Background: an optimization exercise with open tools, aiming at small area, a short achievable clock period and few clock cycles per item. Do not read the settings as production practice. Only simulation tests tie the RTL to the original design; equivalence was not proved. Power is estimated from default activity; no workload was simulated.

==> flow/design.v (outline; a module is shown in full before it is edited, if it fits) <==
// module sd_front: 35 lines
// module sd_prod: 442 lines
// module sd_add69: 409 lines
// module sd_fa: 4 lines
// module sd_ha: 4 lines
// module sd_back: 64 lines
// module sensor_decode: 109 lines
module sensor_decode (
    input  wire        clk,
    input  wire        rst,
    input  wire        in_valid,
    output wire        in_ready,
    input  wire [15:0] in_cmd,
    input  wire [7:0]  in_len,
    input  wire [7:0]  in_b0,
    input  wire [7:0]  in_b1,
    input  wire [7:0]  in_b2,
    output reg         out_valid,
    input  wire        out_ready,
    output wire [7:0]  out_status,
    output wire [7:0]  out_unit,
    output wire [63:0] out_f64,
    output wire [15:0] out_int
);
  // ...
==> flow/flow/run.sh <==
#!/bin/bash
# Layout: the standard flow (standard.sh, unchanged synthesis), with
#  - the buffers that synthesis (ABC) inserted removed at floorplan, before
#    the standard repair_design sizes and buffers the netlist again;
#  - ORFS's timing repair asked for more setup slack than the 35 ns clock
#    needs, so that it sizes and buffers the design's real critical paths;
#  - every port buffered with buf_1 rather than the default buffer cell.
set -euo pipefail
cd "$(dirname "$0")/.."
bash standard.sh REMOVE_ABC_BUFFERS=1 SETUP_SLACK_MARGIN=26.9 \
    "BUFFER_PORTS_ARGS=-buffer_cell sky130_fd_sc_hd__buf_1" finish > make_finish.log 2>&1
==> flow/standard.sh <==
#!/bin/bash
# synth_recipe.tcl (not shown) runs the flow's synth.tcl, then flattens the netlist and writes it again
# the make line also repeats each setting of config.mk as NAME=value (left out here)
make -C /OpenROAD-flow-scripts/flow DESIGN_CONFIG=/design/flow/config.mk WORK_HOME=/design/flow/orfs CLKGATE_MAP_FILE= SYNTH_SCRIPT=/design/flow/synth_recipe.tcl "${@:-finish}"
==> flow/config.mk <==
export PLATFORM = sky130hd
export DESIGN_NAME = sensor_decode
export DESIGN_NICKNAME = sensor_decode
export VERILOG_FILES = /design/flow/design.v
export SDC_FILE = /design/flow/constraint.sdc
export NUM_CORES = 4
export LEC_CHECK = 0
export CAP_MARGIN = 20
export CORE_MARGIN = 2
export CORE_UTILIZATION = 55
export SLEW_MARGIN = 20
export SYNTH_HIERARCHICAL = 1
==> flow/constraint.sdc <==
create_clock -name core_clock -period 35.0 [get_ports {clk}]
set_input_delay 7.0000 -clock core_clock [delete_from_list [all_inputs] [get_ports {clk}]]
set_output_delay 7.0000 -clock core_clock [all_outputs]
set_load 0.01 [all_outputs]
==> flow_summary.ini, run 1 <==
[logic_synthesis]
synth_most_common_cell = fa_1
synth_top_family_by_area = adder cells
ys_seq_area_share_pct = 22.44
synth_compound_area_share_pct = 17.39
synthFlopType = edfxtp_1
yosysTopAreaCellShare_pct = 20.18
ys_top_cells_by_count = 201 x fa_1, 179 x nand2_1, 178 x buf_4
synth_xor_area_share_pct = 3.832

[floorplanning]
tap_cells = 525
io_pins = 150
num_rows = 73
fp.coreArea_um2 = 39730

[critical_path]
path_buf_inv = 1
crit_cells = 1
r2r-start = s1_t
worst-path-max-fanout = 2
end_kind = output port
crit_end = out_f64[3]

[run]
cap_violations = 0

[final_layout]
area_growth_pct = 1.027
most-common-layout-cells = 201 x fa_1, 178 x nand2_1, 157 x ha_1
top_register = r_val
fin_nets = 2612
largestClassByArea = multi-input gates
multiInputGateArea_um2 = 15100
postLayoutCellArea_um2 = 22400
signal_buffers = 168
final-nonclk-buf-share_pct = 3.352
seq_area_share_pct = 22.21

[sta]
fin_worst_skew_ns = 0.01295
fin_crit_sh_pct = 22.90
setup_tns_ns = 0
maxSlewHeadroom_pct = 32.31
setup_viol = 0

[global_routing]
grt_pass1_wl_um = 94210
met1_usage_pct = 38.72
top_usage_layer = met2

[pwr]
power_sequential_mw = 0.448

[cts]
post_cts.repair.setup_buffers = 0
cts-buffers-inserted = 17

[route]
drt-met1-wl_um = 26200

[status]
status = no timing/DRC/antenna violations

[placed_design]
gp_congestion = 0.9204
dpl_worst_slack_ns = 25.99
Testbench counts, summed over its fixed seeds: cycles 32,024, items 32,000.
==> module sd_front, before the edit <==
module sd_front (
    input  wire [15:0] raw,
    input  wire        temp,
    input  wire        hum,
    output wire [68:0] e,
    output wire        n
);
    wire [15:0] m;
    assign m[0]  = raw >= 16'd2;
    assign m[1]  = raw >= 16'd3;
    assign m[2]  = raw >= 16'd6;
    assign m[3]  = raw >= 16'd12;
    assign m[4]  = raw >= 16'd24;
    assign m[5]  = raw >= 16'd47;
    assign m[6]  = raw >= 16'd94;
    assign m[7]  = raw >= 16'd187;
    assign m[8]  = raw >= 16'd373;
    assign m[9]  = raw >= 16'd746;
    assign m[10] = raw >= 16'd1492;
    assign m[11] = raw >= 16'd2984;
    assign m[12] = raw >= 16'd5968;
    assign m[13] = raw >= 16'd11935;
    assign m[14] = raw >= 16'd23870;
    assign m[15] = raw >= 16'd47739;
    wire [15:0] mt = m & {16{temp}};
    assign n = temp ? (raw < 16'd17474) : hum & (raw < 16'd3146);
    wire [68:0] x, y, q;
    sd_prod  u_prod (.raw(raw), .temp(temp), .hum(hum), .mt(mt), .x(x), .y(y));
    sd_add69 u_add  (.a(x), .b(y), .s(q));
    wire        tie = temp & mt[0] & ~|(q[15:0] & mt);
    wire [16:0] at  = {mt, 1'b1} & ~{1'b0, mt};
    wire [16:0] el  = (q[16:0] & ~{1'b0, mt} & ~(at & {17{tie}}))
                    | {1'b0, mt[15:14], 14'd0};
    assign e = {q[68:17], el};
endmodule
==> module sd_back, before the edit <==
module sd_back (
    input  wire [68:12] e,
    input  wire         o12,
    input  wire         n,
    output wire [63:0]  y
);
    wire [68:12] ee = e ^ {57{n}};                
    wire [21:0] top = ee[68:47];
    reg  [4:0]  lz;
    integer i;
    always @* begin
        lz = 5'd21;
        for (i = 0; i < 22; i = i + 1)
            if (top[i]) lz = 21 - i;
    end
    wire [68:0]  ex0 = {ee, {12{n}}};
    wire [68:0]  s8  = ({69{lz[4]}} & {ex0[52:0], {16{n}}}) | ({69{lz[3]}} & {ex0[60:0], {8{n}}})
                     | ({69{~lz[4] & ~lz[3]}} & ex0);
    wire [68:0]  s4  = lz[2] ? {s8[64:0], {4{n}}} : s8;
    wire [68:0]  s2  = lz[1] ? {s4[66:0], {2{n}}} : s4;
    wire [68:15] s1  = lz[0] ? s2[67:14]          : s2[68:15];
    wire [2:0]  hi3 = e[14:12];
    wire        z   = ~(o12 | (hi3[0] & (lz <= 5'd2)) | (hi3[1] & (lz <= 5'd1))
                          | (hi3[2] & (lz == 5'd0)));
    wire [53:0] v   = s1;
    wire        stk = ~z;
    wire        grd = v[0] ^ (n & z);
    wire        ca  = n & z & v[0];
    wire        inc = ca | (grd & (stk | v[1]));
    wire [10:0] ex  = 11'd1030 - {6'd0, lz};
    wire [51:0] m   = v[52:1];
    wire [12:0] ga;
    genvar g;
    generate
        for (g = 0; g < 13; g = g + 1) begin : g_ga
            assign ga[g] = &m[4*g+3:4*g];
        end
    endgenerate
    reg  [12:0] pg [0:4];
    reg  [12:0] gc;
    integer k, d;
    always @* begin
        pg[0] = ga;
        for (d = 0; d < 4; d = d + 1) begin
            pg[d+1] = pg[d];
            for (k = 0; k < 13; k = k + 1)
                if (((k >> d) & 1) == 1)
                    pg[d+1][k] = pg[d][k] & pg[d][((k >> d) << d) - 1];
        end
        gc[0] = inc;
        for (k = 1; k < 13; k = k + 1)
            gc[k] = inc & pg[4][k-1];
    end
    wire [51:0] c;
    generate
        for (g = 0; g < 13; g = g + 1) begin : g_c
            assign c[4*g]   = gc[g];
            assign c[4*g+1] = gc[g] & m[4*g];
            assign c[4*g+2] = gc[g] & m[4*g] & m[4*g+1];
            assign c[4*g+3] = gc[g] & m[4*g] & m[4*g+1] & m[4*g+2];
        end
    endgenerate
    assign y = {n, ex, m ^ c};
endmodule
==> module sensor_decode, before the edit <==
module sensor_decode (
    input  wire        clk,
    input  wire        rst,
    input  wire        in_valid,
    output wire        in_ready,
    input  wire [15:0] in_cmd,
    input  wire [7:0]  in_len,
    input  wire [7:0]  in_b0,
    input  wire [7:0]  in_b1,
    input  wire [7:0]  in_b2,
    output reg         out_valid,
    input  wire        out_ready,
    output wire [7:0]  out_status,
    output wire [7:0]  out_unit,
    output wire [63:0] out_f64,
    output wire [15:0] out_int
);
    wire        is_dec = (in_cmd[15:10] == 6'b001000) && (in_cmd[7:0] == 8'd0);
    wire [1:0]  op     = in_cmd[9:8];
    wire        len_ok = op[1] ? (in_len == 8'd3) : (in_len == 8'd2);
    wire [15:0] opnd   = {op[1] ? in_b2 : in_b0,
                          in_b1[7:4], in_b1[3:2] & ~{2{op[1] & op[0]}}, in_b1[1:0]};
    reg         s1_v, s2_v, sk_v, rdy;
    reg  [15:0] s1_d, sk_d;
    reg         s1_t, s1_h, s1_a, sk_t, sk_h, sk_a;
    reg         s1_bad, sk_bad;
    wire   en3  = ~out_valid | out_ready;
    wire   en2  = ~s2_v | en3;
    wire   en1  = ~s1_v | en2;
    assign in_ready = rdy;
    wire   take     = in_valid & ~sk_v & is_dec;    
    wire   i_t = (op == 2'd1), i_h = (op == 2'd0), i_a = op[1];
    always @(posedge clk) begin
        if (rst) begin
            s1_v <= 1'b0;
            sk_v <= 1'b0;
            rdy  <= 1'b1;
        end else if (en1) begin
            s1_v <= sk_v | take;
            sk_v <= 1'b0;
            rdy  <= 1'b1;
        end else if (take) begin
            sk_v <= 1'b1;
            rdy  <= 1'b0;
        end
    end
    always @(posedge clk) begin
        if (en1) begin
            s1_d   <= sk_v ? sk_d   : opnd;
            s1_t   <= sk_v ? sk_t   : i_t;
            s1_h   <= sk_v ? sk_h   : i_h;
            s1_a   <= sk_v ? sk_a   : i_a;
            s1_bad <= sk_v ? sk_bad : ~len_ok;
        end
        if (~sk_v) begin
            sk_d   <= opnd;
            sk_t   <= i_t;
            sk_h   <= i_h;
            sk_a   <= i_a;
            sk_bad <= ~len_ok;
        end
    end
    wire [68:0] f_e;
    wire        f_n;
    sd_front u_front (.raw(s1_d), .temp(s1_t), .hum(s1_h), .e(f_e), .n(f_n));
    reg  [68:12] s2_e;           
    reg         s2_o12;          
    reg         s2_n;
    reg         s2_t, s2_a;
    reg         s2_bad;
    always @(posedge clk) begin
        if (rst)
            s2_v <= 1'b0;
        else if (en2)
            s2_v <= s1_v;
    end
    always @(posedge clk) begin
        if (en2) begin
            s2_e   <= {f_e[68:32], s1_a ? {4'd0, s1_d[3:0], s1_d[15:8]} : f_e[31:16], f_e[15:12]};
            s2_o12 <= |f_e[11:0];
            s2_n   <= f_n;
            s2_t   <= s1_t;
            s2_a   <= s1_a;
            s2_bad <= s1_bad;
        end
    end
    wire [63:0] b_y;
    sd_back u_back (.e(s2_e), .o12(s2_o12), .n(s2_n), .y(b_y));
    reg  [63:0] r_val;           
    reg  [1:0]  r_unit;
    reg         r_bad;
    always @(posedge clk) begin
        if (rst)
            out_valid <= 1'b0;
        else if (en3)
            out_valid <= s2_v;
    end
    always @(posedge clk) begin
        if (en3) begin
            r_val  <= b_y;
            r_unit <= {s2_a, ~s2_t};
            r_bad  <= s2_bad;
        end
    end
    assign out_status = {6'd0, r_bad, 1'b0};
    assign out_unit   = {6'd0, r_unit};
    assign out_f64    = r_val;
    assign out_int    = r_val[15:0];
endmodule
==> inputs of run 2 (changes only) <==
--- a/flow/design.v
+++ b/flow/design.v
@@ -1,11 +1,12 @@
 module sd_front (
     input  wire [15:0] raw,
     input  wire        temp,
+    input  wire        ntemp,    
     input  wire        hum,
     output wire [68:0] e,
     output wire        n
 );
     wire [15:0] m;
     assign m[0]  = raw >= 16'd2;
     assign m[1]  = raw >= 16'd3;
     assign m[2]  = raw >= 16'd6;
@@ -18,35 +19,37 @@
     assign m[9]  = raw >= 16'd746;
     assign m[10] = raw >= 16'd1492;
     assign m[11] = raw >= 16'd2984;
     assign m[12] = raw >= 16'd5968;
     assign m[13] = raw >= 16'd11935;
     assign m[14] = raw >= 16'd23870;
     assign m[15] = raw >= 16'd47739;
     wire [15:0] mt = m & {16{temp}};
-    assign n = temp ? (raw < 16'd17474) : hum & (raw < 16'd3146);
+    assign n = temp ? (raw < 16'd17474) : (raw < 16'd3146);
     wire [68:0] x, y, q;
-    sd_prod  u_prod (.raw(raw), .temp(temp), .hum(hum), .mt(mt), .x(x), .y(y));
+    sd_prod  u_prod (.raw(raw), .temp(temp), .ntemp(ntemp), .hum(hum), .mt(mt), .x(x), .y(y));
     sd_add69 u_add  (.a(x), .b(y), .s(q));
     wire        tie = temp & mt[0] & ~|(q[15:0] & mt);
     wire [16:0] at  = {mt, 1'b1} & ~{1'b0, mt};
     wire [16:0] el  = (q[16:0] & ~{1'b0, mt} & ~(at & {17{tie}}))
                     | {1'b0, mt[15:14], 14'd0};
     assign e = {q[68:17], el};
 endmodule
 module sd_prod (
     input  wire [15:0] raw,
     input  wire        temp,
+    input  wire        ntemp,    
     input  wire        hum,
     input  wire [15:0] mt,
     output wire [68:0] x,
     output wire [68:0] y
 );
 wire [15:0] rt  = raw & {16{temp}};
+wire [15:0] nrt = ~raw | {16{ntemp}};      
 wire [15:0] rh  = raw & {16{hum}};
 wire [15:0] inj = mt & ~{1'b0, mt[15:1]};
 wire pp1, pp2, pp3, pp4, pp5, pp6, pp7, pp8, pp9, pp10, pp11, pp12, pp13, pp14, pp15, pp16;
 wire pp17, pp18, pp19, pp20, pp21, pp22, pp23, pp24, pp25, pp26, pp27, pp28, pp29, pp30, pp31, pp32;
 wire pp33, pp34, pp35, pp36, pp37, pp38, pp39, pp40, pp41, pp42, pp43, pp44, pp45, pp46, pp47, pp48;
 wire pp49, pp50, pp51, pp52, pp53, pp54, pp55, pp56, pp57, pp58, pp59, pp60, pp61, pp62, pp63, pp64;
 wire pp65, pp66, pp67, pp68, pp69, pp70, pp71, pp72, pp73, pp74, pp75, pp76, pp77, pp78, pp79, pp80;
 wire pp81, pp82, pp83, pp84, pp85, pp86, pp87, pp88, pp89, pp90, pp91, pp92, pp93, pp94, pp95, pp96;
@@ -70,154 +73,154 @@
 wire pp369, pp370, pp371, pp372, pp373, pp374, pp375, pp376, pp377, pp378, pp379, pp380, pp381, pp382, pp383, pp384;
 wire pp385, pp386, pp387, pp388, pp389, pp390, pp391, pp392, pp393, pp394, pp395, pp396, pp397, pp398, pp399, pp400;
 wire pp401, pp402, pp403, pp404, pp405, pp406, pp407, pp408, pp409, pp410, pp411, pp412, pp413, pp414, pp415, pp416;
 wire pp417, pp418, pp419, pp420, pp421, pp422, pp423, pp424, pp425, pp426, pp427, pp428, pp429, pp430, pp431, pp432;
 wire pp433, pp434, pp435, pp436, pp437, pp438, pp439, pp440, pp441, pp442, pp443, pp444, pp445, pp446, pp447, pp448;
 wire pp449, pp450, pp451, pp452, pp453, pp454, pp455, pp456, pp457, pp458, pp459, pp460, pp461, pp462, pp463, pp464;
 wire pp465, pp466, pp467, pp468, pp469, pp470, pp471, pp472, pp473, pp474, pp475, pp476, pp477, pp478, pp479, pp480;
 wire pp481, pp482, pp483, pp484, pp485, pp486, pp487, pp488, pp489, pp490, pp491, pp492, pp493, pp494, pp495, pp496;
-sd_fa ppf1 (.a(~rt[14]), .b(~rt[11]), .c(~rt[9]), .s(pp1), .co(pp2));
-sd_fa ppf2 (.a(~rt[15]), .b(~rt[12]), .c(~rt[10]), .s(pp3), .co(pp4));
+sd_fa ppf1 (.a(nrt[14]), .b(nrt[11]), .c(nrt[9]), .s(pp1), .co(pp2));
+sd_fa ppf2 (.a(nrt[15]), .b(nrt[12]), .c(nrt[10]), .s(pp3), .co(pp4));
 sd_ha pph1 (.a(rt[5]), .b(rt[2]), .s(pp5), .co(pp6));
-sd_fa ppf3 (.a(~rt[13]), .b(~rt[11]), .c(rt[6]), .s(pp7), .co(pp8));
-assign pp9 = ~(~rt[14]);
-assign pp10 = ~rt[14];
-sd_ha pph2 (.a(~rt[15]), .b(~rt[13]), .s(pp11), .co(pp12));
+sd_fa ppf3 (.a(nrt[13]), .b(nrt[11]), .c(rt[6]), .s(pp7), .co(pp8));
+assign pp9 = ~(nrt[14]);
+assign pp10 = nrt[14];
+sd_ha pph2 (.a(nrt[15]), .b(nrt[13]), .s(pp11), .co(pp12));
 assign pp13 = ~(rt[15]);
 assign pp14 = rt[15];
 sd_ha pph3 (.a(rt[13]), .b(rt[11]), .s(pp15), .co(pp16));
 sd_ha pph4 (.a(rt[14]), .b(rt[12]), .s(pp17), .co(pp18));
-sd_ha pph5 (.a(~rt[15]), .b(~rt[12]), .s(pp19), .co(pp20));
-assign pp21 = ~(~rt[13]);
-assign pp22 = ~rt[13];
-assign pp23 = ~(~rt[14]);
-assign pp24 = ~rt[14];
-sd_ha pph6 (.a(~rt[15]), .b(~rt[13]), .s(pp25), .co(pp26));
-sd_ha pph7 (.a(rh[7]), .b(~(rt[12] | rh[5])), .s(pp27), .co(pp28));
-sd_ha pph8 (.a((rt[0] | rh[8])), .b(~(rt[13] | rh[6])), .s(pp29), .co(pp30));
-sd_fa ppf4 (.a((rt[1] | rh[9])), .b(~(rt[14] | rh[7])), .c(rh[2]), .s(pp31), .co(pp32));
-sd_fa ppf5 (.a((rt[2] | rh[10])), .b(~(rt[15] | rh[8])), .c(rh[3]), .s(pp33), .co(pp34));
+sd_ha pph5 (.a(nrt[15]), .b(nrt[12]), .s(pp19), .co(pp20));
+assign pp21 = ~(nrt[13]);
+assign pp22 = nrt[13];
+assign pp23 = ~(nrt[14]);
+assign pp24 = nrt[14];
+sd_ha pph6 (.a(nrt[15]), .b(nrt[13]), .s(pp25), .co(pp26));
+sd_ha pph7 (.a(rh[7]), .b((nrt[12] & ~rh[5])), .s(pp27), .co(pp28));
+sd_ha pph8 (.a((rt[0] | rh[8])), .b((nrt[13] & ~rh[6])), .s(pp29), .co(pp30));
+sd_fa ppf4 (.a((rt[1] | rh[9])), .b((nrt[14] & ~rh[7])), .c(rh[2]), .s(pp31), .co(pp32));
+sd_fa ppf5 (.a((rt[2] | rh[10])), .b((nrt[15] & ~rh[8])), .c(rh[3]), .s(pp33), .co(pp34));
 assign pp35 = ~((rt[3] | rh[11]));
 assign pp36 = (rt[3] | rh[11]);
 assign pp37 = ~((rt[4] | rh[12]));
 assign pp38 = (rt[4] | rh[12]);
-sd_ha pph9 (.a((rt[5] | rh[13])), .b(~(rt[15] | rh[11])), .s(pp39), .co(pp40));
-assign pp41 = ~(~rt[5]);
-assign pp42 = ~rt[5];
-sd_ha pph10 (.a(~rt[6]), .b(~rt[3]), .s(pp43), .co(pp44));
-sd_ha pph11 (.a(~rt[7]), .b(~rt[4]), .s(pp45), .co(pp46));
-sd_ha pph12 (.a(~rt[8]), .b(~rt[5]), .s(pp47), .co(pp48));
-sd_ha pph13 (.a(~rt[9]), .b(~rt[6]), .s(pp49), .co(pp50));
-sd_fa ppf6 (.a(~rt[10]), .b(~rt[7]), .c(~rt[5]), .s(pp51), .co(pp52));
-sd_fa ppf7 (.a(~rt[11]), .b(~rt[8]), .c(~rt[6]), .s(pp53), .co(pp54));
-sd_fa ppf8 (.a(~rt[12]), .b(~rt[9]), .c(~rt[7]), .s(pp55), .co(pp56));
-sd_fa ppf9 (.a(~rt[13]), .b(~rt[10]), .c(~rt[8]), .s(pp57), .co(pp58));
+sd_ha pph9 (.a((rt[5] | rh[13])), .b((nrt[15] & ~rh[11])), .s(pp39), .co(pp40));
+assign pp41 = ~(nrt[5]);
+assign pp42 = nrt[5];
+sd_ha pph10 (.a(nrt[6]), .b(nrt[3]), .s(pp43), .co(pp44));
+sd_ha pph11 (.a(nrt[7]), .b(nrt[4]), .s(pp45), .co(pp46));
+sd_ha pph12 (.a(nrt[8]), .b(nrt[5]), .s(pp47), .co(pp48));
+sd_ha pph13 (.a(nrt[9]), .b(nrt[6]), .s(pp49), .co(pp50));
+sd_fa ppf6 (.a(nrt[10]), .b(nrt[7]), .c(nrt[5]), .s(pp51), .co(pp52));
+sd_fa ppf7 (.a(nrt[11]), .b(nrt[8]), .c(nrt[6]), .s(pp53), .co(pp54));
+sd_fa ppf8 (.a(nrt[12]), .b(nrt[9]), .c(nrt[7]), .s(pp55), .co(pp56));
+sd_fa ppf9 (.a(nrt[13]), .b(nrt[10]), .c(nrt[8]), .s(pp57), .co(pp58));
 sd_ha pph14 (.a(rt[3]), .b(rt[0]), .s(pp59), .co(pp60));
 sd_fa ppf10 (.a(rt[4]), .b(rt[1]), .c(inj[14]), .s(pp61), .co(pp62));
 sd_fa ppf11 (.a(~mt[14]), .b(~temp), .c(pp1), .s(pp63), .co(pp64));
 sd_fa ppf12 (.a(rt[0]), .b(inj[15]), .c(~mt[15]), .s(pp65), .co(pp66));
 sd_fa ppf13 (.a(pp2), .b(pp3), .c(pp5), .s(pp67), .co(pp68));
 sd_fa ppf14 (.a(rt[3]), .b(rt[1]), .c(temp), .s(pp69), .co(pp70));
 sd_fa ppf15 (.a(pp4), .b(pp6), .c(pp7), .s(pp71), .co(pp72));
-sd_fa ppf16 (.a(~rt[12]), .b(rt[7]), .c(rt[4]), .s(pp73), .co(pp74));
+sd_fa ppf16 (.a(nrt[12]), .b(rt[7]), .c(rt[4]), .s(pp73), .co(pp74));
 sd_fa ppf17 (.a(rt[2]), .b(pp8), .c(pp9), .s(pp75), .co(pp76));
 sd_fa ppf18 (.a(rt[8]), .b(rt[5]), .c(rt[3]), .s(pp77), .co(pp78));
 sd_fa ppf19 (.a(~temp), .b(pp10), .c(pp11), .s(pp79), .co(pp80));
-sd_fa ppf20 (.a(~rt[14]), .b(rt[9]), .c(rt[6]), .s(pp81), .co(pp82));
+sd_fa ppf20 (.a(nrt[14]), .b(rt[9]), .c(rt[6]), .s(pp81), .co(pp82));
 sd_ha pph15 (.a(rt[4]), .b(pp12), .s(pp83), .co(pp84));
-sd_fa ppf21 (.a(~rt[15]), .b(rt[10]), .c(rt[7]), .s(pp85), .co(pp86));
-sd_fa ppf22 (.a(rt[5]), .b(~rt[0]), .c(temp), .s(pp87), .co(pp88));
+sd_fa ppf21 (.a(nrt[15]), .b(rt[10]), .c(rt[7]), .s(pp85), .co(pp86));
+sd_fa ppf22 (.a(rt[5]), .b(nrt[0]), .c(temp), .s(pp87), .co(pp88));
 assign pp89 = ~(rt[11] ^ rt[8]);
 assign pp90 = rt[11] | rt[8];
-sd_ha pph16 (.a(rt[6]), .b(~rt[1]), .s(pp91), .co(pp92));
+sd_ha pph16 (.a(rt[6]), .b(nrt[1]), .s(pp91), .co(pp92));
 sd_fa ppf23 (.a(rt[12]), .b(rt[9]), .c(rt[7]), .s(pp93), .co(pp94));
-sd_ha pph17 (.a(~rt[2]), .b(~temp), .s(pp95), .co(pp96));
+sd_ha pph17 (.a(nrt[2]), .b(~temp), .s(pp95), .co(pp96));
 sd_fa ppf24 (.a(rt[13]), .b(rt[10]), .c(rt[8]), .s(pp97), .co(pp98));
-sd_ha pph18 (.a(~rt[3]), .b(~rt[0]), .s(pp99), .co(pp100));
+sd_ha pph18 (.a(nrt[3]), .b(nrt[0]), .s(pp99), .co(pp100));
 sd_fa ppf25 (.a(rt[14]), .b(rt[11]), .c(rt[9]), .s(pp101), .co(pp102));
-sd_fa ppf26 (.a(~rt[4]), .b(~rt[1]), .c(temp), .s(pp103), .co(pp104));
-sd_fa ppf27 (.a(rt[12]), .b(rt[10]), .c(~rt[5]), .s(pp105), .co(pp106));
-sd_fa ppf28 (.a(~rt[2]), .b(~rt[0]), .c(pp13), .s(pp107), .co(pp108));
-sd_fa ppf29 (.a(~rt[6]), .b(~rt[3]), .c(~rt[1]), .s(pp109), .co(pp110));
+sd_fa ppf26 (.a(nrt[4]), .b(nrt[1]), .c(temp), .s(pp103), .co(pp104));
+sd_fa ppf27 (.a(rt[12]), .b(rt[10]), .c(nrt[5]), .s(pp105), .co(pp106));
+sd_fa ppf28 (.a(nrt[2]), .b(nrt[0]), .c(pp13), .s(pp107), .co(pp108));
+sd_fa ppf29 (.a(nrt[6]), .b(nrt[3]), .c(nrt[1]), .s(pp109), .co(pp110));
 sd_fa ppf30 (.a(temp), .b(pp14), .c(pp15), .s(pp111), .co(pp112));
-sd_fa ppf31 (.a(~rt[7]), .b(~rt[4]), .c(~rt[2]), .s(pp113), .co(pp114));
+sd_fa ppf31 (.a(nrt[7]), .b(nrt[4]), .c(nrt[2]), .s(pp113), .co(pp114));
 sd_fa ppf32 (.a(temp), .b(pp16), .c(pp17), .s(pp115), .co(pp116));
-sd_fa ppf33 (.a(rt[15]), .b(rt[13]), .c(~rt[8]), .s(pp117), .co(pp118));
-sd_fa ppf34 (.a(~rt[5]), .b(~rt[3]), .c(pp18), .s(pp119), .co(pp120));
-sd_fa ppf35 (.a(rt[14]), .b(~rt[9]), .c(~rt[6]), .s(pp121), .co(pp122));
-sd_fa ppf36 (.a(rt[15]), .b(~rt[10]), .c(~rt[7]), .s(pp123), .co(pp124));
-sd_ha pph19 (.a(~rt[5]), .b(rt[0]), .s(pp125), .co(pp126));
-sd_fa ppf37 (.a(~rt[11]), .b(~rt[8]), .c(~rt[6]), .s(pp127), .co(pp128));
+sd_fa ppf33 (.a(rt[15]), .b(rt[13]), .c(nrt[8]), .s(pp117), .co(pp118));
+sd_fa ppf34 (.a(nrt[5]), .b(nrt[3]), .c(pp18), .s(pp119), .co(pp120));
+sd_fa ppf35 (.a(rt[14]), .b(nrt[9]), .c(nrt[6]), .s(pp121), .co(pp122));
+sd_fa ppf36 (.a(rt[15]), .b(nrt[10]), .c(nrt[7]), .s(pp123), .co(pp124));
+sd_ha pph19 (.a(nrt[5]), .b(rt[0]), .s(pp125), .co(pp126));
+sd_fa ppf37 (.a(nrt[11]), .b(nrt[8]), .c(nrt[6]), .s(pp127), .co(pp128));
 sd_ha pph20 (.a(rt[1]), .b(temp), .s(pp129), .co(pp130));
-sd_fa ppf38 (.a(~rt[12]), .b(~rt[9]), .c(~rt[7]), .s(pp131), .co(pp132));
-sd_fa ppf39 (.a(~rt[13]), .b(~rt[10]), .c(~rt[8]), .s(pp133), .co(pp134));
-sd_fa ppf40 (.a(~rt[14]), .b(~rt[11]), .c(~rt[9]), .s(pp135), .co(pp136));
+sd_fa ppf38 (.a(nrt[12]), .b(nrt[9]), .c(nrt[7]), .s(pp131), .co(pp132));
+sd_fa ppf39 (.a(nrt[13]), .b(nrt[10]), .c(nrt[8]), .s(pp133), .co(pp134));
+sd_fa ppf40 (.a(nrt[14]), .b(nrt[11]), .c(nrt[9]), .s(pp135), .co(pp136));
 sd_ha pph21 (.a(rt[4]), .b(rt[1]), .s(pp137), .co(pp138));
-sd_fa ppf41 (.a(~rt[10]), .b(rt[5]), .c(rt[2]), .s(pp139), .co(pp140));
+sd_fa ppf41 (.a(nrt[10]), .b(rt[5]), .c(rt[2]), .s(pp139), .co(pp140));
 sd_fa ppf42 (.a(rt[0]), .b(temp), .c(pp19), .s(pp141), .co(pp142));
-sd_fa ppf43 (.a(~rt[11]), .b(rt[6]), .c(rt[3]), .s(pp143), .co(pp144));
+sd_fa ppf43 (.a(nrt[11]), .b(rt[6]), .c(rt[3]), .s(pp143), .co(pp144));
 sd_fa ppf44 (.a(rt[1]), .b(pp20), .c(pp21), .s(pp145), .co(pp146));
-sd_fa ppf45 (.a(~rt[12]), .b(rt[7]), .c(rt[4]), .s(pp147), .co(pp148));
+sd_fa ppf45 (.a(nrt[12]), .b(rt[7]), .c(rt[4]), .s(pp147), .co(pp148));
 sd_fa ppf46 (.a(rt[2]), .b(pp22), .c(pp23), .s(pp149), .co(pp150));
 sd_fa ppf47 (.a(rt[8]), .b(rt[5]), .c(rt[3]), .s(pp151), .co(pp152));
 sd_fa ppf48 (.a(~temp), .b(pp24), .c(pp25), .s(pp153), .co(pp154));
-sd_fa ppf49 (.a(~rt[14]), .b(rt[9]), .c(rt[6]), .s(pp155), .co(pp156));
+sd_fa ppf49 (.a(nrt[14]), .b(rt[9]), .c(rt[6]), .s(pp155), .co(pp156));
 sd_ha pph22 (.a(rt[4]), .b(pp26), .s(pp157), .co(pp158));
-sd_fa ppf50 (.a(~rt[15]), .b(rt[10]), .c(rt[7]), .s(pp159), .co(pp160));
-sd_fa ppf51 (.a(rt[5]), .b(~rt[0]), .c(temp), .s(pp161), .co(pp162));
+sd_fa ppf50 (.a(nrt[15]), .b(rt[10]), .c(rt[7]), .s(pp159), .co(pp160));
+sd_fa ppf51 (.a(rt[5]), .b(nrt[0]), .c(temp), .s(pp161), .co(pp162));
 assign pp163 = ~(rt[11] ^ rt[8]);
 assign pp164 = rt[11] | rt[8];
-sd_ha pph23 (.a(rt[6]), .b(~rt[1]), .s(pp165), .co(pp166));
+sd_ha pph23 (.a(rt[6]), .b(nrt[1]), .s(pp165), .co(pp166));
 sd_fa ppf52 (.a(rt[12]), .b(rt[9]), .c(rt[7]), .s(pp167), .co(pp168));
-sd_ha pph24 (.a(~rt[2]), .b(~temp), .s(pp169), .co(pp170));
+sd_ha pph24 (.a(nrt[2]), .b(~temp), .s(pp169), .co(pp170));
 sd_fa ppf53 (.a(rt[13]), .b(rt[10]), .c(rt[8]), .s(pp171), .co(pp172));
-sd_ha pph25 (.a(~rt[3]), .b(~rt[0]), .s(pp173), .co(pp174));
+sd_ha pph25 (.a(nrt[3]), .b(nrt[0]), .s(pp173), .co(pp174));
 sd_fa ppf54 (.a(rt[14]), .b(rt[11]), .c(rt[9]), .s(pp175), .co(pp176));
-sd_fa ppf55 (.a(~rt[4]), .b(~rt[1]), .c(temp), .s(pp177), .co(pp178));
+sd_fa ppf55 (.a(nrt[4]), .b(nrt[1]), .c(temp), .s(pp177), .co(pp178));
 sd_fa ppf56 (.a((rt[15] | rh[0])), .b(rt[12]), .c(rt[10]), .s(pp179), .co(pp180));
-sd_ha pph26 (.a(~rt[5]), .b(~rt[2]), .s(pp181), .co(pp182));
-sd_fa ppf57 (.a((rt[13] | rh[1])), .b(rt[11]), .c(~rt[6]), .s(pp183), .co(pp184));
-sd_ha pph27 (.a(~rt[3]), .b(temp), .s(pp185), .co(pp186));
-sd_fa ppf58 (.a((rt[14] | rh[2])), .b(~(rt[7] | rh[0])), .c(rt[12]), .s(pp187), .co(pp188));
-sd_ha pph28 (.a(~rt[4]), .b(temp), .s(pp189), .co(pp190));
-sd_fa ppf59 (.a((rt[15] | rh[3])), .b(~(rt[8] | rh[1])), .c(rt[13]), .s(pp191), .co(pp192));
-assign pp193 = ~((rt[14] | rh[4]) ^ ~(rt[9] | rh[2]));
-assign pp194 = (rt[14] | rh[4]) | ~(rt[9] | rh[2]);
-sd_fa ppf60 (.a((rt[15] | rh[5])), .b(~(rt[10] | rh[3])), .c(~rt[7]), .s(pp195), .co(pp196));
-sd_fa ppf61 (.a(rh[6]), .b(~(rt[11] | rh[4])), .c(~rt[8]), .s(pp197), .co(pp198));
-sd_ha pph29 (.a(~rt[2]), .b(~rt[0]), .s(pp199), .co(pp200));
-sd_fa ppf62 (.a(rh[0]), .b(~rt[9]), .c(~rt[3]), .s(pp201), .co(pp202));
-sd_fa ppf63 (.a(~rt[1]), .b(temp), .c(pp27), .s(pp203), .co(pp204));
-sd_fa ppf64 (.a(rh[1]), .b(~rt[10]), .c(~rt[4]), .s(pp205), .co(pp206));
-sd_fa ppf65 (.a(~rt[2]), .b(pp28), .c(pp29), .s(pp207), .co(pp208));
-sd_fa ppf66 (.a(~rt[11]), .b(~rt[5]), .c(~rt[3]), .s(pp209), .co(pp210));
+sd_ha pph26 (.a(nrt[5]), .b(nrt[2]), .s(pp181), .co(pp182));
+sd_fa ppf57 (.a((rt[13] | rh[1])), .b(rt[11]), .c(nrt[6]), .s(pp183), .co(pp184));
+sd_ha pph27 (.a(nrt[3]), .b(temp), .s(pp185), .co(pp186));
+sd_fa ppf58 (.a((rt[14] | rh[2])), .b((nrt[7] & ~rh[0])), .c(rt[12]), .s(pp187), .co(pp188));
+sd_ha pph28 (.a(nrt[4]), .b(temp), .s(pp189), .co(pp190));
+sd_fa ppf59 (.a((rt[15] | rh[3])), .b((nrt[8] & ~rh[1])), .c(rt[13]), .s(pp191), .co(pp192));
+assign pp193 = ~((rt[14] | rh[4]) ^ (nrt[9] & ~rh[2]));
+assign pp194 = (rt[14] | rh[4]) | (nrt[9] & ~rh[2]);
+sd_fa ppf60 (.a((rt[15] | rh[5])), .b((nrt[10] & ~rh[3])), .c(nrt[7]), .s(pp195), .co(pp196));
+sd_fa ppf61 (.a(rh[6]), .b((nrt[11] & ~rh[4])), .c(nrt[8]), .s(pp197), .co(pp198));
+sd_ha pph29 (.a(nrt[2]), .b(nrt[0]), .s(pp199), .co(pp200));
+sd_fa ppf62 (.a(rh[0]), .b(nrt[9]), .c(nrt[3]), .s(pp201), .co(pp202));
+sd_fa ppf63 (.a(nrt[1]), .b(temp), .c(pp27), .s(pp203), .co(pp204));
+sd_fa ppf64 (.a(rh[1]), .b(nrt[10]), .c(nrt[4]), .s(pp205), .co(pp206));
+sd_fa ppf65 (.a(nrt[2]), .b(pp28), .c(pp29), .s(pp207), .co(pp208));
+sd_fa ppf66 (.a(nrt[11]), .b(nrt[5]), .c(nrt[3]), .s(pp209), .co(pp210));
 sd_fa ppf67 (.a(temp), .b(pp30), .c(pp31), .s(pp211), .co(pp212));
-sd_fa ppf68 (.a(~rt[12]), .b(~rt[6]), .c(~rt[4]), .s(pp213), .co(pp214));
+sd_fa ppf68 (.a(nrt[12]), .b(nrt[6]), .c(nrt[4]), .s(pp213), .co(pp214));
 sd_fa ppf69 (.a(temp), .b(pp32), .c(pp33), .s(pp215), .co(pp216));
-sd_fa ppf70 (.a(~(rt[13] | rh[9])), .b(rh[4]), .c(~rt[7]), .s(pp217), .co(pp218));
-sd_fa ppf71 (.a(~rt[5]), .b(pp34), .c(pp35), .s(pp219), .co(pp220));
-sd_fa ppf72 (.a(~(rt[14] | rh[10])), .b(rh[5]), .c(~rt[8]), .s(pp221), .co(pp222));
-sd_fa ppf73 (.a(~rt[6]), .b(pp36), .c(pp37), .s(pp223), .co(pp224));
-sd_fa ppf74 (.a(rh[6]), .b(~rt[9]), .c(~rt[7]), .s(pp225), .co(pp226));
+sd_fa ppf70 (.a((nrt[13] & ~rh[9])), .b(rh[4]), .c(nrt[7]), .s(pp217), .co(pp218));
+sd_fa ppf71 (.a(nrt[5]), .b(pp34), .c(pp35), .s(pp219), .co(pp220));
+sd_fa ppf72 (.a((nrt[14] & ~rh[10])), .b(rh[5]), .c(nrt[8]), .s(pp221), .co(pp222));
+sd_fa ppf73 (.a(nrt[6]), .b(pp36), .c(pp37), .s(pp223), .co(pp224));
+sd_fa ppf74 (.a(rh[6]), .b(nrt[9]), .c(nrt[7]), .s(pp225), .co(pp226));
 sd_fa ppf75 (.a(~temp), .b(pp38), .c(pp39), .s(pp227), .co(pp228));
-sd_fa ppf76 (.a((rt[6] | rh[14])), .b(~(rt[10] | rh[12])), .c(rh[7]), .s(pp229), .co(pp230));
-sd_fa ppf77 (.a(~rt[8]), .b(temp), .c(pp40), .s(pp231), .co(pp232));
-assign pp233 = ~((rt[7] | rh[15]) ^ ~(rt[11] | rh[13]));
-assign pp234 = (rt[7] | rh[15]) | ~(rt[11] | rh[13]);
-sd_ha pph30 (.a(rh[8]), .b(~rt[9]), .s(pp235), .co(pp236));
-sd_fa ppf78 (.a(~(rt[12] | rh[14])), .b((rt[8] | rh[9])), .c(~rt[10]), .s(pp237), .co(pp238));
-assign pp239 = ~(~rt[3]);
-assign pp240 = ~rt[3];
-sd_ha pph31 (.a(~rt[4]), .b(~rt[1]), .s(pp241), .co(pp242));
-sd_fa ppf79 (.a(~rt[2]), .b(~rt[0]), .c(inj[5]), .s(pp243), .co(pp244));
-sd_fa ppf80 (.a(~rt[1]), .b(inj[6]), .c(pp42), .s(pp245), .co(pp246));
-sd_fa ppf81 (.a(~rt[2]), .b(inj[7]), .c(pp44), .s(pp247), .co(pp248));
-sd_fa ppf82 (.a(~rt[3]), .b(inj[8]), .c(pp46), .s(pp249), .co(pp250));
-sd_fa ppf83 (.a(~rt[4]), .b(inj[9]), .c(pp48), .s(pp251), .co(pp252));
+sd_fa ppf76 (.a((rt[6] | rh[14])), .b((nrt[10] & ~rh[12])), .c(rh[7]), .s(pp229), .co(pp230));
+sd_fa ppf77 (.a(nrt[8]), .b(temp), .c(pp40), .s(pp231), .co(pp232));
+assign pp233 = ~((rt[7] | rh[15]) ^ (nrt[11] & ~rh[13]));
+assign pp234 = (rt[7] | rh[15]) | (nrt[11] & ~rh[13]);
+sd_ha pph30 (.a(rh[8]), .b(nrt[9]), .s(pp235), .co(pp236));
+sd_fa ppf78 (.a((nrt[12] & ~rh[14])), .b((rt[8] | rh[9])), .c(nrt[10]), .s(pp237), .co(pp238));
+assign pp239 = ~(nrt[3]);
+assign pp240 = nrt[3];
+sd_ha pph31 (.a(nrt[4]), .b(nrt[1]), .s(pp241), .co(pp242));
+sd_fa ppf79 (.a(nrt[2]), .b(nrt[0]), .c(inj[5]), .s(pp243), .co(pp244));
+sd_fa ppf80 (.a(nrt[1]), .b(inj[6]), .c(pp42), .s(pp245), .co(pp246));
+sd_fa ppf81 (.a(nrt[2]), .b(inj[7]), .c(pp44), .s(pp247), .co(pp248));
+sd_fa ppf82 (.a(nrt[3]), .b(inj[8]), .c(pp46), .s(pp249), .co(pp250));
+sd_fa ppf83 (.a(nrt[4]), .b(inj[9]), .c(pp48), .s(pp251), .co(pp252));
 sd_fa ppf84 (.a(rt[0]), .b(inj[10]), .c(pp50), .s(pp253), .co(pp254));
 sd_fa ppf85 (.a(rt[1]), .b(inj[11]), .c(pp52), .s(pp255), .co(pp256));
 sd_fa ppf86 (.a(rt[2]), .b(inj[12]), .c(pp54), .s(pp257), .co(pp258));
 sd_fa ppf87 (.a(inj[13]), .b(pp56), .c(pp57), .s(pp259), .co(pp260));
 sd_fa ppf88 (.a(pp58), .b(pp60), .c(pp61), .s(pp261), .co(pp262));
 sd_fa ppf89 (.a(pp62), .b(pp64), .c(pp65), .s(pp263), .co(pp264));
 sd_fa ppf90 (.a(pp66), .b(pp68), .c(pp69), .s(pp265), .co(pp266));
 sd_fa ppf91 (.a(pp70), .b(pp72), .c(pp73), .s(pp267), .co(pp268));
@@ -227,17 +230,17 @@
 sd_fa ppf95 (.a(pp86), .b(pp88), .c(pp89), .s(pp275), .co(pp276));
 sd_fa ppf96 (.a(pp90), .b(pp92), .c(pp93), .s(pp277), .co(pp278));
 sd_fa ppf97 (.a(pp94), .b(pp96), .c(pp97), .s(pp279), .co(pp280));
 sd_fa ppf98 (.a(pp98), .b(pp100), .c(pp101), .s(pp281), .co(pp282));
 sd_fa ppf99 (.a(pp102), .b(pp104), .c(pp105), .s(pp283), .co(pp284));
 sd_fa ppf100 (.a(pp106), .b(pp108), .c(pp109), .s(pp285), .co(pp286));
 sd_fa ppf101 (.a(pp110), .b(pp112), .c(pp113), .s(pp287), .co(pp288));
 sd_fa ppf102 (.a(pp114), .b(pp116), .c(pp117), .s(pp289), .co(pp290));
-sd_fa ppf103 (.a(~rt[4]), .b(pp118), .c(pp120), .s(pp291), .co(pp292));
+sd_fa ppf103 (.a(nrt[4]), .b(pp118), .c(pp120), .s(pp291), .co(pp292));
 sd_fa ppf104 (.a(temp), .b(pp122), .c(pp123), .s(pp293), .co(pp294));
 sd_fa ppf105 (.a(pp124), .b(pp126), .c(pp127), .s(pp295), .co(pp296));
 sd_fa ppf106 (.a(rt[2]), .b(pp128), .c(pp130), .s(pp297), .co(pp298));
 sd_fa ppf107 (.a(rt[3]), .b(rt[0]), .c(pp132), .s(pp299), .co(pp300));
 sd_fa ppf108 (.a(temp), .b(pp134), .c(pp135), .s(pp301), .co(pp302));
 sd_fa ppf109 (.a(pp136), .b(pp138), .c(pp139), .s(pp303), .co(pp304));
 sd_fa ppf110 (.a(pp140), .b(pp142), .c(pp143), .s(pp305), .co(pp306));
 sd_fa ppf111 (.a(pp144), .b(pp146), .c(pp147), .s(pp307), .co(pp308));
@@ -246,38 +249,38 @@
 sd_fa ppf114 (.a(pp156), .b(pp158), .c(pp159), .s(pp313), .co(pp314));
 sd_fa ppf115 (.a(pp160), .b(pp162), .c(pp163), .s(pp315), .co(pp316));
 sd_fa ppf116 (.a(pp164), .b(pp166), .c(pp167), .s(pp317), .co(pp318));
 sd_fa ppf117 (.a(pp168), .b(pp170), .c(pp171), .s(pp319), .co(pp320));
 sd_fa ppf118 (.a(pp172), .b(pp174), .c(pp175), .s(pp321), .co(pp322));
 sd_fa ppf119 (.a(pp176), .b(pp178), .c(pp179), .s(pp323), .co(pp324));
 sd_fa ppf120 (.a(pp180), .b(pp182), .c(pp183), .s(pp325), .co(pp326));
 sd_fa ppf121 (.a(pp184), .b(pp186), .c(pp187), .s(pp327), .co(pp328));
-sd_fa ppf122 (.a(~rt[5]), .b(pp188), .c(pp190), .s(pp329), .co(pp330));
-sd_fa ppf123 (.a(~rt[6]), .b(~rt[0]), .c(pp192), .s(pp331), .co(pp332));
-sd_fa ppf124 (.a(~rt[1]), .b(temp), .c(pp194), .s(pp333), .co(pp334));
+sd_fa ppf122 (.a(nrt[5]), .b(pp188), .c(pp190), .s(pp329), .co(pp330));
+sd_fa ppf123 (.a(nrt[6]), .b(nrt[0]), .c(pp192), .s(pp331), .co(pp332));
+sd_fa ppf124 (.a(nrt[1]), .b(temp), .c(pp194), .s(pp333), .co(pp334));
 sd_fa ppf125 (.a(~temp), .b(pp196), .c(pp197), .s(pp335), .co(pp336));
 sd_fa ppf126 (.a(pp198), .b(pp200), .c(pp201), .s(pp337), .co(pp338));
 sd_fa ppf127 (.a(pp202), .b(pp204), .c(pp205), .s(pp339), .co(pp340));
 sd_fa ppf128 (.a(pp206), .b(pp208), .c(pp209), .s(pp341), .co(pp342));
 sd_fa ppf129 (.a(pp210), .b(pp212), .c(pp213), .s(pp343), .co(pp344));
 sd_fa ppf130 (.a(pp214), .b(pp216), .c(pp217), .s(pp345), .co(pp346));
 sd_fa ppf131 (.a(pp218), .b(pp220), .c(pp221), .s(pp347), .co(pp348));
 sd_fa ppf132 (.a(pp222), .b(pp224), .c(pp225), .s(pp349), .co(pp350));
 sd_fa ppf133 (.a(pp226), .b(pp228), .c(pp229), .s(pp351), .co(pp352));
 sd_fa ppf134 (.a(pp230), .b(pp232), .c(pp233), .s(pp353), .co(pp354));
 sd_fa ppf135 (.a(~temp), .b(pp234), .c(pp236), .s(pp355), .co(pp356));
-sd_fa ppf136 (.a(~(rt[13] | rh[15])), .b((rt[9] | rh[10])), .c(~rt[11]), .s(pp357), .co(pp358));
-sd_ha pph32 (.a((rt[10] | rh[11])), .b(~rt[14]), .s(pp359), .co(pp360));
-sd_fa ppf137 (.a((rt[11] | rh[12])), .b(~rt[15]), .c(~rt[13]), .s(pp361), .co(pp362));
-assign pp363 = ~(~rt[0]);
-assign pp364 = ~rt[0];
-sd_ha pph33 (.a(~rt[1]), .b(inj[1]), .s(pp365), .co(pp366));
-sd_ha pph34 (.a(~rt[2]), .b(inj[2]), .s(pp367), .co(pp368));
-sd_fa ppf138 (.a(~rt[0]), .b(inj[3]), .c(pp239), .s(pp369), .co(pp370));
+sd_fa ppf136 (.a((nrt[13] & ~rh[15])), .b((rt[9] | rh[10])), .c(nrt[11]), .s(pp357), .co(pp358));
+sd_ha pph32 (.a((rt[10] | rh[11])), .b(nrt[14]), .s(pp359), .co(pp360));
+sd_fa ppf137 (.a((rt[11] | rh[12])), .b(nrt[15]), .c(nrt[13]), .s(pp361), .co(pp362));
+assign pp363 = ~(nrt[0]);
+assign pp364 = nrt[0];
+sd_ha pph33 (.a(nrt[1]), .b(inj[1]), .s(pp365), .co(pp366));
+sd_ha pph34 (.a(nrt[2]), .b(inj[2]), .s(pp367), .co(pp368));
+sd_fa ppf138 (.a(nrt[0]), .b(inj[3]), .c(pp239), .s(pp369), .co(pp370));
 sd_fa ppf139 (.a(inj[4]), .b(pp240), .c(pp241), .s(pp371), .co(pp372));
 sd_fa ppf140 (.a(pp41), .b(pp242), .c(pp243), .s(pp373), .co(pp374));
 sd_fa ppf141 (.a(pp43), .b(pp244), .c(pp245), .s(pp375), .co(pp376));
 sd_fa ppf142 (.a(pp45), .b(pp246), .c(pp247), .s(pp377), .co(pp378));
 sd_fa ppf143 (.a(pp47), .b(pp248), .c(pp249), .s(pp379), .co(pp380));
 sd_fa ppf144 (.a(pp49), .b(pp250), .c(pp251), .s(pp381), .co(pp382));
 sd_fa ppf145 (.a(pp51), .b(pp252), .c(pp253), .s(pp383), .co(pp384));
 sd_fa ppf146 (.a(pp53), .b(pp254), .c(pp255), .s(pp385), .co(pp386));
@@ -327,20 +330,20 @@
 sd_fa ppf190 (.a(pp215), .b(pp342), .c(pp343), .s(pp473), .co(pp474));
 sd_fa ppf191 (.a(pp219), .b(pp344), .c(pp345), .s(pp475), .co(pp476));
 sd_fa ppf192 (.a(pp223), .b(pp346), .c(pp347), .s(pp477), .co(pp478));
 sd_fa ppf193 (.a(pp227), .b(pp348), .c(pp349), .s(pp479), .co(pp480));
 sd_fa ppf194 (.a(pp231), .b(pp350), .c(pp351), .s(pp481), .co(pp482));
 sd_fa ppf195 (.a(pp235), .b(pp352), .c(pp353), .s(pp483), .co(pp484));
 sd_fa ppf196 (.a(pp237), .b(pp354), .c(pp355), .s(pp485), .co(pp486));
 sd_fa ppf197 (.a(pp238), .b(pp356), .c(pp357), .s(pp487), .co(pp488));
-sd_fa ppf198 (.a(~rt[12]), .b(pp358), .c(pp359), .s(pp489), .co(pp490));
+sd_fa ppf198 (.a(nrt[12]), .b(pp358), .c(pp359), .s(pp489), .co(pp490));
 sd_fa ppf199 (.a(~temp), .b(pp360), .c(pp361), .s(pp491), .co(pp492));
-sd_fa ppf200 (.a((rt[12] | rh[13])), .b(~rt[14]), .c(pp362), .s(pp493), .co(pp494));
-sd_fa ppf201 (.a((rt[13] | rh[14])), .b(~rt[15]), .c(~temp), .s(pp495), .co(pp496));
+sd_fa ppf200 (.a((rt[12] | rh[13])), .b(nrt[14]), .c(pp362), .s(pp493), .co(pp494));
+sd_fa ppf201 (.a((rt[13] | rh[14])), .b(nrt[15]), .c(~temp), .s(pp495), .co(pp496));
 assign x[0] = inj[0];
 assign y[0] = pp363;
 assign x[1] = pp364;
 assign y[1] = pp365;
 assign x[2] = pp366;
 assign y[2] = pp367;
 assign x[3] = pp368;
 assign y[3] = pp369;
@@ -893,72 +896,55 @@
     assign co = a & b;
 endmodule
 module sd_back (
     input  wire [68:12] e,
     input  wire         o12,
     input  wire         n,
     output wire [63:0]  y
 );
-    wire [68:12] ee = e ^ {57{n}};                
-    wire [21:0] top = ee[68:47];
+    wire [21:0] top = e[68:47] ^ {22{n}};
     reg  [4:0]  lz;
     integer i;
     always @* begin
         lz = 5'd21;
         for (i = 0; i < 22; i = i + 1)
             if (top[i]) lz = 21 - i;
     end
-    wire [68:0]  ex0 = {ee, {12{n}}};
-    wire [68:0]  s8  = ({69{lz[4]}} & {ex0[52:0], {16{n}}}) | ({69{lz[3]}} & {ex0[60:0], {8{n}}})
+    wire [68:0]  ex0 = {e, 12'd0};
+    wire [68:0]  s8  = ({69{lz[4]}} & {ex0[52:0], 16'd0}) | ({69{lz[3]}} & {ex0[60:0], 8'd0})
                      | ({69{~lz[4] & ~lz[3]}} & ex0);
-    wire [68:0]  s4  = lz[2] ? {s8[64:0], {4{n}}} : s8;
-    wire [68:0]  s2  = lz[1] ? {s4[66:0], {2{n}}} : s4;
-    wire [68:15] s1  = lz[0] ? s2[67:14]          : s2[68:15];
+    wire [68:0]  s4  = lz[2] ? {s8[64:0], 4'd0} : s8;
+    wire [68:0]  s2  = lz[1] ? {s4[66:0], 2'd0} : s4;
+    wire [68:15] s1  = lz[0] ? s2[67:14]        : s2[68:15];
     wire [2:0]  hi3 = e[14:12];
     wire        z   = ~(o12 | (hi3[0] & (lz <= 5'd2)) | (hi3[1] & (lz <= 5'd1))
                           | (hi3[2] & (lz == 5'd0)));
-    wire [53:0] v   = s1;
+    wire [53:0] v   = s1 ^ {54{n}};
     wire        stk = ~z;
     wire        grd = v[0] ^ (n & z);
     wire        ca  = n & z & v[0];
     wire        inc = ca | (grd & (stk | v[1]));
     wire [10:0] ex  = 11'd1030 - {6'd0, lz};
     wire [51:0] m   = v[52:1];
-    wire [12:0] ga;
-    genvar g;
-    generate
-        for (g = 0; g < 13; g = g + 1) begin : g_ga
-            assign ga[g] = &m[4*g+3:4*g];
-        end
-    endgenerate
-    reg  [12:0] pg [0:4];
-    reg  [12:0] gc;
+    reg  [51:0] pa [0:6];
+    reg  [51:0] c;
     integer k, d;
     always @* begin
-        pg[0] = ga;
-        for (d = 0; d < 4; d = d + 1) begin
-            pg[d+1] = pg[d];
-            for (k = 0; k < 13; k = k + 1)
+        pa[0] = m;
+        for (d = 0; d < 6; d = d + 1) begin
+            pa[d+1] = pa[d];
+            for (k = 0; k < 52; k = k + 1)
                 if (((k >> d) & 1) == 1)
-                    pg[d+1][k] = pg[d][k] & pg[d][((k >> d) << d) - 1];
+                    pa[d+1][k] = pa[d][k] & pa[d][((k >> d) << d) - 1];
         end
-        gc[0] = inc;
-        for (k = 1; k < 13; k = k + 1)
-            gc[k] = inc & pg[4][k-1];
+        c[0] = inc;
+        for (k = 1; k < 52; k = k + 1)
+            c[k] = inc & pa[6][k-1];
     end
-    wire [51:0] c;
-    generate
-        for (g = 0; g < 13; g = g + 1) begin : g_c
-            assign c[4*g]   = gc[g];
-            assign c[4*g+1] = gc[g] & m[4*g];
-            assign c[4*g+2] = gc[g] & m[4*g] & m[4*g+1];
-            assign c[4*g+3] = gc[g] & m[4*g] & m[4*g+1] & m[4*g+2];
-        end
-    endgenerate
     assign y = {n, ex, m ^ c};
 endmodule
 module sensor_decode (
     input  wire        clk,
     input  wire        rst,
     input  wire        in_valid,
     output wire        in_ready,
     input  wire [15:0] in_cmd,
@@ -975,17 +961,17 @@
 );
     wire        is_dec = (in_cmd[15:10] == 6'b001000) && (in_cmd[7:0] == 8'd0);
     wire [1:0]  op     = in_cmd[9:8];
     wire        len_ok = op[1] ? (in_len == 8'd3) : (in_len == 8'd2);
     wire [15:0] opnd   = {op[1] ? in_b2 : in_b0,
                           in_b1[7:4], in_b1[3:2] & ~{2{op[1] & op[0]}}, in_b1[1:0]};
     reg         s1_v, s2_v, sk_v, rdy;
     reg  [15:0] s1_d, sk_d;
-    reg         s1_t, s1_h, s1_a, sk_t, sk_h, sk_a;
+    reg         s1_t, s1_nt, s1_h, s1_a, sk_t, sk_h, sk_a;
     reg         s1_bad, sk_bad;
     wire   en3  = ~out_valid | out_ready;
     wire   en2  = ~s2_v | en3;
     wire   en1  = ~s1_v | en2;
     assign in_ready = rdy;
     wire   take     = in_valid & ~sk_v & is_dec;    
     wire   i_t = (op == 2'd1), i_h = (op == 2'd0), i_a = op[1];
     always @(posedge clk) begin
@@ -1001,31 +987,32 @@
             sk_v <= 1'b1;
             rdy  <= 1'b0;
         end
     end
     always @(posedge clk) begin
         if (en1) begin
             s1_d   <= sk_v ? sk_d   : opnd;
             s1_t   <= sk_v ? sk_t   : i_t;
+            s1_nt  <= sk_v ? ~sk_t  : ~i_t;
             s1_h   <= sk_v ? sk_h   : i_h;
             s1_a   <= sk_v ? sk_a   : i_a;
             s1_bad <= sk_v ? sk_bad : ~len_ok;
         end
         if (~sk_v) begin
             sk_d   <= opnd;
             sk_t   <= i_t;
             sk_h   <= i_h;
             sk_a   <= i_a;
             sk_bad <= ~len_ok;
         end
     end
     wire [68:0] f_e;
     wire        f_n;
-    sd_front u_front (.raw(s1_d), .temp(s1_t), .hum(s1_h), .e(f_e), .n(f_n));
+    sd_front u_front (.raw(s1_d), .temp(s1_t), .ntemp(s1_nt), .hum(s1_h), .e(f_e), .n(f_n));
     reg  [68:12] s2_e;           
     reg         s2_o12;          
     reg         s2_n;
     reg         s2_t, s2_a;
     reg         s2_bad;
     always @(posedge clk) begin
         if (rst)
             s2_v <= 1'b0;
@@ -1050,17 +1037,17 @@
     always @(posedge clk) begin
         if (rst)
             out_valid <= 1'b0;
         else if (en3)
             out_valid <= s2_v;
     end
     always @(posedge clk) begin
         if (en3) begin
-            r_val  <= b_y;
+            r_val  <= {b_y[63:16], s2_a ? s2_e[31:16] : b_y[15:0]};
             r_unit <= {s2_a, ~s2_t};
             r_bad  <= s2_bad;
         end
     end
     assign out_status = {6'd0, r_bad, 1'b0};
     assign out_unit   = {6'd0, r_unit};
     assign out_f64    = r_val;
     assign out_int    = r_val[15:0];
==> flow/flow/run.sh (replaced) <==
#!/bin/bash
# Layout: the standard flow (standard.sh, unchanged synthesis), with
# ORFS's timing repair asked for more setup slack than the 35 ns clock needs,
# so that it sizes and buffers the design's real critical paths.
set -euo pipefail
cd "$(dirname "$0")/.."
bash standard.sh SETUP_SLACK_MARGIN=26.8 finish > make_finish.log 2>&1
==> flow/config.mk (replaced) <==
export PLATFORM = sky130hd
export DESIGN_NAME = sensor_decode
export DESIGN_NICKNAME = sensor_decode
export VERILOG_FILES = /design/flow/design.v
export SDC_FILE = /design/flow/constraint.sdc
export NUM_CORES = 4
export LEC_CHECK = 0
export CAP_MARGIN = 20
export CORE_MARGIN = 2
export CORE_UTILIZATION = 40
export SLEW_MARGIN = 20
==> run 2 against run 1 <==
Compared with the run above: die area increased by 36%; synthesized area decreased by 0.30%; wire length increased by 21%; synthesized cell count increased by 12%; largest cell class unchanged; highest routed layer unchanged; clock power about the same; via count increased by 15%; sequential cell count unchanged; first-iteration DRC count increased by 6.9%; design area increased by 9.1%; cell count increased by 21%.
==> flow_summary.ini, run 2 <==
[logic_synthesis]
synthFlopType = edfxtp_1
synth_top_area_cell = edfxtp_1
yosys_warnings = 3
synth_seq_cells = 174
ys_seq_area_share_pct = 22.51
synth_edf_count = 149
syn_inst = 2559
netlist_area_um2 = 22100
async_flop_share_pct = 0
syn_avg_cell_area_um2 = 8.637
ys_top_cells_by_count = 293 x inv_1, 233 x nand2_1, 177 x fa_1
yosysTopAreaCellShare_pct = 20.24
synth_area_leaders = edfxtp_1 20%, fa_1 16%, ha_1 5.8%
ys_types = 107
synth_most_common_cell = inv_1

[sta]
timing.fmax_mhz = 122.6
setup_viol = 0
setup_tns_ns = 0
rsz0062_at_grt = true
fin_worst_skew_ns = 0.01459
maxSlewHeadroom_pct = 23.91
hold_slack_ns = 0.4239
drv_slew = 0
worst_pin_slew_ns = 1.139
hold_viol_final = 0
final.min_clock_period_ns = 8.157
fin_crit_sh_pct = 23.31
fin_ws_ns = 26.84

[global_routing]
track_usage_pct = 25.54
antenna_found_initial = 0
grt_pass1_wl_um = 111700
overflow = 0
grt_pass1_vias = 19290
grt_start_max_net_pins = 67

[pwr]
power_density_nw_per_um2 = 87.89
leakage_nw = 10.46
ir_drop_v = 0.00005276
power.total_mw = 2.147

[critical_path]
cp-start-kind = register
worstPathRequired_ns = 28.00
slowest_stage = edfxtp_1
path_buf_inv = 1
worstSetupPathType = reg -> out
max_stage_delay_ns = 0.43
crit_family = flip-flops
worst-path-max-fanout = 2
critPathArrivalTime_ns = 1.16
end_kind = output port
path_cells = clkdlybuf4s15_2

[cts]
cts_sinks = 174
post_cts.repair.setup_buffers = 0
htree_num_levels = 4
clock_latency_ns = 0.49
clk_pin_slew_ns = 0.07
cts_buffer_depth = 2
cts-buffers-inserted = 17
cts-root-buf = clkbuf_16
cts_tree = built

[final_layout]
most-common-layout-cells = 291 x inv_1, 232 x nand2_1, 177 x fa_1
nFillCells = 5488
multiInputGateArea_um2 = 15240
largest_reg_flops = 63
area_growth_pct = 10.51
reg.largest.list = r_val x63, s2_e x57
seqCellArea_um2 = 4976
antenna_cells = 0
fin_nets = 2921
top_register = r_val
final_common_cell = inv_1
utilization_pct = 44.51
drive_above_1_share_pct = 6.147

[placed_design]
dpl_worst_slack_ns = 25.78
dp_hpwl_um = 55950
portBuffers = 136
gp_congestion = 0.9727

[route]
antenna_left = 0
drt_iter0_drc = 1567
vias_per_cell = 5.881
first_pass_iters = 6
drc = 0
routed_wl_um = 72480
wl_per_cell_um = 21.92
vias = 19450

[status]
status = no timing/DRC/antenna violations

[floorplanning]
start_util_pct = 40.28
io_pins = 150
die-area_um2 = 57150
die_w_um = 239.1
die_h_um = 239.1
num_rows = 86
fp.coreArea_um2 = 54880

[min_path]
hp-class = reg -> reg

[run]
cap_violations = 0
==> run 2: path summary, 6_finish.rpt <==
check / start / end / slack (ns) / depth (start not counted)
worst min register to register: s2_bad / r_bad / 0.42 / 0
worst max-delay path: r_val[8] / out_f64[8] / 26.84 / 1
worst min-delay path: s2_bad / r_bad / 0.42 / 0
worst max register to register: s1_d[13] / s2_e[68] / 27.07 / 23
==> run 2: per-layer routing <==
layer	GRT usage, %	routed length [um]
met1	32.07	29930
met2	42.91	34640
met3	3.406	4283
met4	13.24	3625
met5	0	0
==> run 2: kinds of logic after synthesis <==
family | Yosys count | share of synthesized area, %
and+or+nand+nor | 731 | 16.12
AOI/OAI and AO/OA | 665 | 20.58
buffers and inverters | 475 | 8.967
adders and majority gates | 280 | 21.85
DFF | 174 | 22.51
xor gates and xnor gates | 143 | 5.667
muxes | 90 | 4.297
other | 1 | 0.01697
==> run 2: repair_timing <==
item	4_1_cts	5_1_grt
hold buffers	0	0
gates resized for setup	100	7
endpoints found under the setup margin	149	71
endpoints found under the hold margin	0	0
pin swaps	0	0
==> run 2: power by group <==
part / internal, mW / switching [mW] / leakage, nW
sequential: 0.349 / 0.111 / 1.80
combinational: 0.613 / 0.881 / 8.37
clock: 0.104 / 0.0880 / 0.298
total: 1.07 / 1.08 / 10.5
==> run 2: cell type report <==
cell class                 count  area share, %
tap                          704          3.606
multi-input combinational   1922          62.41
sequential                   174          20.37
timing repair buffer         180          6.608
clock buffer                  21          2.018
inverter                     295          4.549
clock inverter                11         0.4405
==> run 2: per-stage QoR <==
stage / std cells / cell area, um^2
after floorplan: 2571 / 22160
after global placement: 3275 / 23890
after detailed placement: 3275 / 23890
after CTS: 3307 / 24410
after global routing: 3307 / 24430
final: 3307 / 24430
Testbench counts of run 2, summed over its fixed seeds: cycles 32,024, items 32,000.

-- static timing again, ports no longer ideal --
The results above use ideal ports. As a check the final layouts listed here were re-extracted and re-timed, cells and wires unchanged. Step 1 assumes that a clkbuf_16 drives the clock port and a buf_2 every other input. Step 2 moves the port delays by t, midway between the first and last clock arrival at a register: inputs arrive t later, outputs are due t later. That takes back most of the time a late clock gives input paths. Slacks: no drivers / after step 1 / after step 2; pairs: no drivers / after step 1.
run	shift t [ns]	slack for setup (ns)	hold slack, ns	latest minus earliest clock arrival (ns)	worst register clock-pin slew, ns
run 1	0.510	26.985 / 26.930 / 26.637	0.421 / 0.421 / 0.421	0.013 / 0.013	0.07 / 0.07
run 2	0.532	26.842 / 26.790 / 26.414	0.424 / 0.424 / 0.424	0.016 / 0.015	0.08 / 0.08
After both steps every run listed still meets setup and hold. The setup slack of run 2, which loses most, moves by -0.052 ns with the drivers and by -0.428 ns with both steps.
